What follows belongs to an exercise in optimizing a design on an open flow for small area, a short achievable clock period and few clock cycles; a production flow would make more cautious choices. The RTL was checked by simulation tests, not by an equivalence proof against the original design. Power is estimated from default activity; no workload was simulated.

==> flow/design.v, too long to show whole: its modules and the start of the top module <==
// module kc_div: 18 lines
// module kc_core: 973 lines
module kc_core (
    input  wire        clk,
    input  wire        rst,
    input  wire        in_valid,
    output wire        in_ready,
    input  wire [1:0]  in_op,
    input  wire        in_wheel,
    input  wire [31:0] in_data,
    output wire [15:0] kp,
    output wire [15:0] ki,
    output wire [15:0] kd,
    output wire [23:0] setpoint_l,
    output wire [23:0] setpoint_r,
    output wire [31:0] speed_inst_l,
    output wire [31:0] speed_inst_r,
    output wire [31:0] speed_avg_l,
    output wire [31:0] speed_avg_r,
    output wire [31:0] integ_l,
    output wire [31:0] integ_r,
    output wire [31:0] prev_err_l,
    output wire [31:0] prev_err_r,
    output wire [15:0] duty_l,
    output wire [15:0] duty_r
);
  // ...
==> flow/flow/run.sh <==
#!/bin/bash
set -euo pipefail
bash standard.sh SETUP_SLACK_MARGIN=7 finish > make_finish.log 2>&1
==> flow/standard.sh <==
#!/bin/bash
# synth_recipe.tcl (not shown) runs the flow's synth.tcl, then flattens the netlist and writes it again
# the make line also repeats each setting of config.mk as NAME=value (left out here)
make -C /OpenROAD-flow-scripts/flow DESIGN_CONFIG=/design/flow/config.mk WORK_HOME=/design/flow/orfs CLKGATE_MAP_FILE= SYNTH_SCRIPT=/design/flow/synth_recipe.tcl "${@:-finish}"
==> flow/config.mk <==
export PLATFORM = sky130hd
export DESIGN_NAME = kc_core
export DESIGN_NICKNAME = kc_core
export VERILOG_FILES = /design/flow/design.v
export SDC_FILE = /design/flow/constraint.sdc
export NUM_CORES = 4
export LEC_CHECK = 0
export CAP_MARGIN = 20
export CORE_MARGIN = 2
export CORE_UTILIZATION = 40
export CTS_CLUSTER_DIAMETER = 60
export CTS_CLUSTER_SIZE = 30
export PLACE_DENSITY = 0.6
export SETUP_SLACK_MARGIN = 5
export SLEW_MARGIN = 20
==> flow/constraint.sdc <==
create_clock -name core_clock -period 12.0 [get_ports {clk}]
set_input_delay 2.4000 -clock core_clock [delete_from_list [all_inputs] [get_ports {clk}]]
set_output_delay 2.4000 -clock core_clock [all_outputs]
set_load 0.01 [all_outputs]
==> impl_metrics.env, run 1 <==
export IMPL_inv_count=675
export IMPL_crit_type="in -> reg"
export IMPL_grt_pass1_vias=49900
export IMPL_seq_cells=655
export IMPL_cp_arrival_ps=5850
export IMPL_root_buffer="clkbuf_16"
export IMPL_ant_nets=0
export IMPL_start_util_pct=40.2
export IMPL_n_all_buffers=565
export IMPL_pre_cts_slack_ps=5300
export IMPL_clockNetworkAreaShare_pct=4.30
export IMPL_sequentialPowerShare_pct=25.0
export IMPL_cp_data_required_time_ps=12440
export IMPL_row_count=139
export IMPL_placed_area_mm2=0.0631
export IMPL_ys_types=94
export IMPL_io_buffers=361
export IMPL_avgViaCountPerCell=5.73
export IMPL_cts_htree_levels=3
export IMPL_min_delay_start="duty1[11]"
export IMPL_layout_setup_ws_ps=6600
export IMPL_postCtsHoldBufs=0
export IMPL_sh_seq_area_pct=22.6
export IMPL_grtUsageTotal_pct=28.1
export IMPL_async_flop_share_pct=0
export IMPL_grt_pass1_wl_um=316000
export IMPL_status="finished clean"
export IMPL_cpMaxStageDelayCell="clkdlybuf4s50_1"
Testbench counts, summed over its fixed seeds: cycles 32,125.
==> run 2: changes to the inputs <==
--- a/flow/design.v
+++ b/flow/design.v
@@ -45,21 +45,20 @@
     localparam OP_SET_KP = 2'd2;
     localparam OP_SET_SP = 2'd3;
     localparam [31:0] N_EST = 32'd327680000;     
     localparam [31:0] N_LIM = 32'd1638400000;    
     localparam [34:0] T_OFF = 35'd1465187840;
     localparam [2:0] S_IDLE = 3'd0,
                      S_EST  = 3'd1,
                      S_KI   = 3'd2,
-                     S_LIM0 = 3'd3,
-                     S_LIM  = 3'd4,
-                     S_PREP = 3'd5,
-                     S_MUL  = 3'd6,
-                     S_FIN  = 3'd7;
+                     S_LIM  = 3'd3,
+                     S_PREP = 3'd4,
+                     S_MUL  = 3'd5,
+                     S_FIN  = 3'd6;
     reg [2:0]  state;
     reg [3:0]  cnt;
     reg        w;
     reg        stale;          
     reg [15:0] kp_q;
     reg [12:0] ki_q;
     reg [9:0]  kd_q;
     reg [23:0] sp0, sp1;
@@ -902,28 +901,28 @@
                     end
                 end
                 S_KI: begin
                     cnt    <= cnt_n;
                     rho1_q <= k1b[3:0];
                     rho2_q <= k2b[3:0];
                     ki_q   <= ki_nx;
                     kd_q   <= kd_nx;
-                    if (cnt == 4'd3) state <= S_LIM0;
-                end
-                S_LIM0: begin
-                    dt_q  <= {16'd0, ki_q};
-                    d3_q  <= {18'd0, ki_q} + {17'd0, ki_q, 1'b0};
-                    rem_q <= 29'd0;
-                    nb_q  <= N_LIM[31:30];
-                    cnt   <= 4'd0;
-                    state <= S_LIM;
+                    if (cnt == 4'd3) begin
+                        dt_q  <= {16'd0, ki_nx};
+                        d3_q  <= (ki_nx == 13'd0) ? 31'd0 : 31'h7fffffff;
+                        rem_q <= 29'd0;
+                        nb_q  <= N_LIM[31:30];
+                        cnt   <= 4'd0;
+                        state <= S_LIM;
+                    end
                 end
                 S_LIM: begin
                     cnt   <= cnt_n;
+                    d3_q  <= {2'd0, dt_q} + {1'd0, dt_q, 1'b0};
                     rem_q <= div_r;
                     nb_q  <= nl_sh[1:0];
                     lim_q <= {lim_q[28:0], div_q};
                     if (cnt == 4'd15) begin
                         stale <= 1'b0;
                         pw_q  <= 1'b1;
                         state <= S_PREP;
                     end
==> flow/config.mk (replaced) <==
export PLATFORM = sky130hd
export DESIGN_NAME = kc_core
export DESIGN_NICKNAME = kc_core
export VERILOG_FILES = /design/flow/design.v
export SDC_FILE = /design/flow/constraint.sdc
export NUM_CORES = 4
export LEC_CHECK = 0
export CAP_MARGIN = 20
export CORE_MARGIN = 2
export CORE_UTILIZATION = 65
export CTS_CLUSTER_DIAMETER = 60
export CTS_CLUSTER_SIZE = 30
export PLACE_DENSITY = 0.85
export SETUP_SLACK_MARGIN = 5
export SLEW_MARGIN = 20
==> run 2 against run 1 <==
Compared with the run above: still clean; cell count decreased by 9.2%; first-iteration DRC count increased by 34%; synthesized area decreased by 0.28%; routed wire length decreased by 8.5%; flip-flop and latch count unchanged; design area decreased by 2.3%; maximum frequency increased by 6.3%; worst setup slack improved by 320 ps; critical path type is now reg -> reg; largest power group unchanged.
==> impl_metrics.env, run 2 <==
export IMPL_grt_pass1_wl_um=291000
export IMPL_start_util_pct=65.4
export IMPL_max_slew_margin_pct=14.6
export IMPL_synthSimpleGateAreaFrac_pct=14.6
export IMPL_place_congestion=1.03
export IMPL_grt_max_degree=105
export IMPL_synth_common_cells="701 x nand2_1, 666 x inv_1, 579 x a21oi_1, 516 x ha_1, 460 x nor2_1"
export IMPL_r2r_slack_ps=6920
export IMPL_synth_area_mm2=0.0575
export IMPL_worst_slew_pin_slew_ps=1280
export IMPL_cts_htree_levels=3
export IMPL_crit_fanout=8
export IMPL_wirelength_um=195000
export IMPL_clock_skew_ps=55.3
export IMPL_slew_violations=0
export IMPL_ant_nets=0
export IMPL_dp_hpwl_um=144000
export IMPL_r2r_end="qap_q[2]"
export IMPL_crit_path_end_kind="flop"
export IMPL_min_delay_start="duty1[0]"
export IMPL_synth_seq_cells=655
export IMPL_cts_max_path_buffers=3
export IMPL_power_leakage_nw=27.9
export IMPL_reg_top3="i_q (32), integ0 (32), integ1 (32)"
export IMPL_root_buffer="clkbuf_16"
export IMPL_avgViaCountPerCell=6.43
export IMPL_ys_flop_type="dfxtp_1"
export IMPL_synth_xor_area_share_pct=6.27
export IMPL_post_route_period_util_pct=42.4
export IMPL_max_freq_ghz=0.197
export IMPL_yosys_area_share_adder_pct=20.6
export IMPL_finalHoldViolCount=0
export IMPL_ys_types=112
export IMPL_path_buf_inv=6
export IMPL_crit_type="reg -> reg"
export IMPL_grt_pass1_vias=49300
export IMPL_drive_gt1_share_pct=11.3
export IMPL_clk_insertion_delay_late_ps=700
export IMPL_cpMaxStageDelayCell="dfxtp_1"
export IMPL_reg2reg_from="avg1[15]"
export IMPL_synth_compound_area_share_pct=19.7
export IMPL_synth_top_family_by_area="adder cells"
export IMPL_io_buffers=361
export IMPL_final_common_cell="nand2_1"
export IMPL_yosys_area_top_type="dfxtp_1"
export IMPL_postLayoutCoreUtil_pct=75.9
export IMPL_pre_cts_slack_ps=5770
export IMPL_syn_to_final_growth_pct=16.2
export IMPL_row_count=109
export IMPL_crit_path_frequent_cell="buf_4"
export IMPL_avgSynthCellArea_um2=8.60
export IMPL_cts_tree="done"
export IMPL_io_pins=423
export IMPL_final_nets=7815
export IMPL_tns_ps=0
export IMPL_synth_edf_count=229
export IMPL_r2r_worst_path_cells=26
export IMPL_first_pass_iters=8
export IMPL_holdPathEnd="duty1[0]"
export IMPL_ys_top_cells_by_area="dfxtp_1 15%, edfxtp_1 12%, ha_1 11%"
export IMPL_critical_path_depth=26
export IMPL_num_vias=52900
export IMPL_cts_num_sinks=655
export IMPL_status="finished clean"
export IMPL_dpl_cell_count=7944
export IMPL_maxCapViolations=0
export IMPL_hold_path_cell_count=2
export IMPL_cts_buffers=70
export IMPL_layout_common_cells="694 x nand2_1, 656 x inv_1, 562 x a21oi_1, 486 x ha_1, 444 x nor2_1"
export IMPL_postCtsHoldBufs=0
export IMPL_grtUsageTotal_pct=41.4
export IMPL_fin_cells=8218
export IMPL_postSynthCellCount=6682
export IMPL_yosysMostFrequentCell="nand2_1"
export IMPL_synth_top_area_share_pct=14.8
export IMPL_synth_mux_area_fraction_pct=4.53
export IMPL_async_flop_share_pct=0
export IMPL_ys_seq_area_share_pct=26.8
export IMPL_cp_data_required_time_ps=12410
export IMPL_layout_setup_ws_ps=6920
export IMPL_yosysWarningCount=1
export IMPL_cp_arrival_ps=5500
export IMPL_wl_per_cell_um=23.8
export IMPL_ir_worst_vdd_mv=0.200
export IMPL_power_density_mw_per_mm2=212
export IMPL_setup_viol=0
export IMPL_fp_dieH_um=301
export IMPL_hold_class="reg -> reg"
export IMPL_critical_path_top_delay_family="compound AO/OA/AOI/OAI gates"
export IMPL_fp_coreArea_mm2=0.0880
export IMPL_dieArea_mm2=0.0908
export IMPL_drtIter0Drc=6440
export IMPL_finalCriticalPeriod_ps=5080
export IMPL_grt_overflow_total=0
export IMPL_fp_dieW_um=301
export IMPL_startpoint_type="flop"
export IMPL_clkSlewWorstSetupHoldPaths_ps=70
export IMPL_drcViolationCount=0
export IMPL_rsz0062_at_grt="yes"
export IMPL_cpPeakStageDelay_ps=450
export IMPL_antenna_found_initial=5
run 2: cell types whose count changed in the layout (fill, tap and decap cells not counted), moves of 15 or more:
cell           delta
and2_1           +67
nor2_1           -33
a211oi_1         -17
o21a_1           -15
o21ai_0          +26
o211ai_1         -28
and3_1           -62
dlygate4sd2_1    -15
nand3_1          +19
run 2: worst max path at each step:
stage                           from         to  slack [ps]
after CTS                    nb_q[1]   qap_q[5]        6970
after global placement    in_data[4]   qap_q[4]        5860
after global routing        avg1[15]   qap_q[2]        6670
final                       avg1[15]   qap_q[2]        6920
after detailed placement  in_data[4]   qap_q[4]        5770
after floorplan                  rst  derr_q[0]        6980
run 2: kinds of logic (layout without fill, tap and decap cells):
logic type / Yosys count / in the layout
buffers and inverters: 1065 / 1370
XOR/XNOR: 407 / 407
multiplexers: 229 / 229
AND/OR/NAND/NOR: 1815 / 1816
adder cells (fa/ha/maj): 785 / 785
flip-flops: 655 / 655
other: 1 / 64
AO/OA/AOI/OAI: 1725 / 1727
run 2: worst register-to-register path: stages, from the launching register on:
cell and delay, ps:
dfxtp_1 450, ha_1 390, a21oi_1 230, o21ai_0 130, a21o_1 220, a21oi_4 190
nand3_1 100, o211ai_1 160, clkinv_2 170, buf_4 180, ha_4 170, a41oi_4 190
or2_4 210, o311ai_4 130, buf_4 180, ha_1 190, a21oi_2 210, inv_2 80
o31ai_4 190, o21ai_2 90, o211ai_1 290, inv_1 130, ha_4 180, buf_4 130
xnor2_1 120, nor2_1 90, a21oi_1 50
run 2: power breakdown:
part	total, mW	switching (mW)	internal, mW
Clock	2.44	1.19	1.26
Combinational	8.54	5.11	3.43
Sequential	3.17	0.481	2.69
run 2: area by class of cell:
type                    count  area, um^2
clock inverters            53         727
clock buffers              77        1870
fillers                  6284       21200
well taps                1165        1460
multi-input cells        5025       39400
inverters                 675        2540
repair buffers            565        5300
diodes                      3        7.51
flip-flops and latches    655       15500
run 2: per-layer routing:
metal / share of wire [%] / track usage (%) / vias to the layer above
li1: - / - / 23700
met1: 39 / 57.2 / 25300
met2: 42 / 59.9 / 3288
met3: 13 / 12.2 / 566
met4: 5.4 / 18.1 / 4
met5: 0.012 / 0 / -
run 2: what timing repair did:
item,4_1_cts,5_1_grt
endpoints found under the setup margin,191,192
resized for setup,146,167
cloned,1,4
endpoints found under the hold margin,0,0
buffers inserted,40,95
pin swaps,38,76
run 2: stage by stage:
step | total power [mW] | area, um^2 | hold WS (ps)
final | 14.2 | 66800 | 457
after global routing | 15.1 | 66800 | 471
after CTS | 13.6 | 65200 | 460
after detailed placement | 11.0 | 61700 | 450
after global placement | 10.7 | 61700 | 443
after floorplan | 8.76 | 57800 | 476
Testbench counts of run 2, summed over its fixed seeds: cycles 32,023.

==> static timing again, ports no longer ideal <==
The results above use ideal ports. As a check the final layouts listed here were re-extracted and re-timed, cells and wires unchanged.
Step 1 assumes that a clkbuf_16 drives the clock port and a buf_2 every other input.
Step 2 adds t to the input delays and takes it off the output delays; t is the mean of the earliest and latest rising clock arrival at the registers after step 1. Input paths then give back, and output paths get back, about the clock's delay inside the block.
Three values: ideal ports, drivers, drivers and shift; two values: the first two.
run	t, ns	setup slack, ns	worst hold slack (ns)	worst setup path at the end
run 1	0.789	6.596 / 6.642 / 5.853	0.462 / 0.462 / 0.462	input to register
run 2	0.743	6.916 / 6.916 / 6.255	0.457 / 0.457 / 0.457	input to register
After both steps setup and hold are still met in every run listed. For run 1, which loses most, drivers alone change the setup slack by +0.046 ns; drivers and shift together by -0.743 ns.
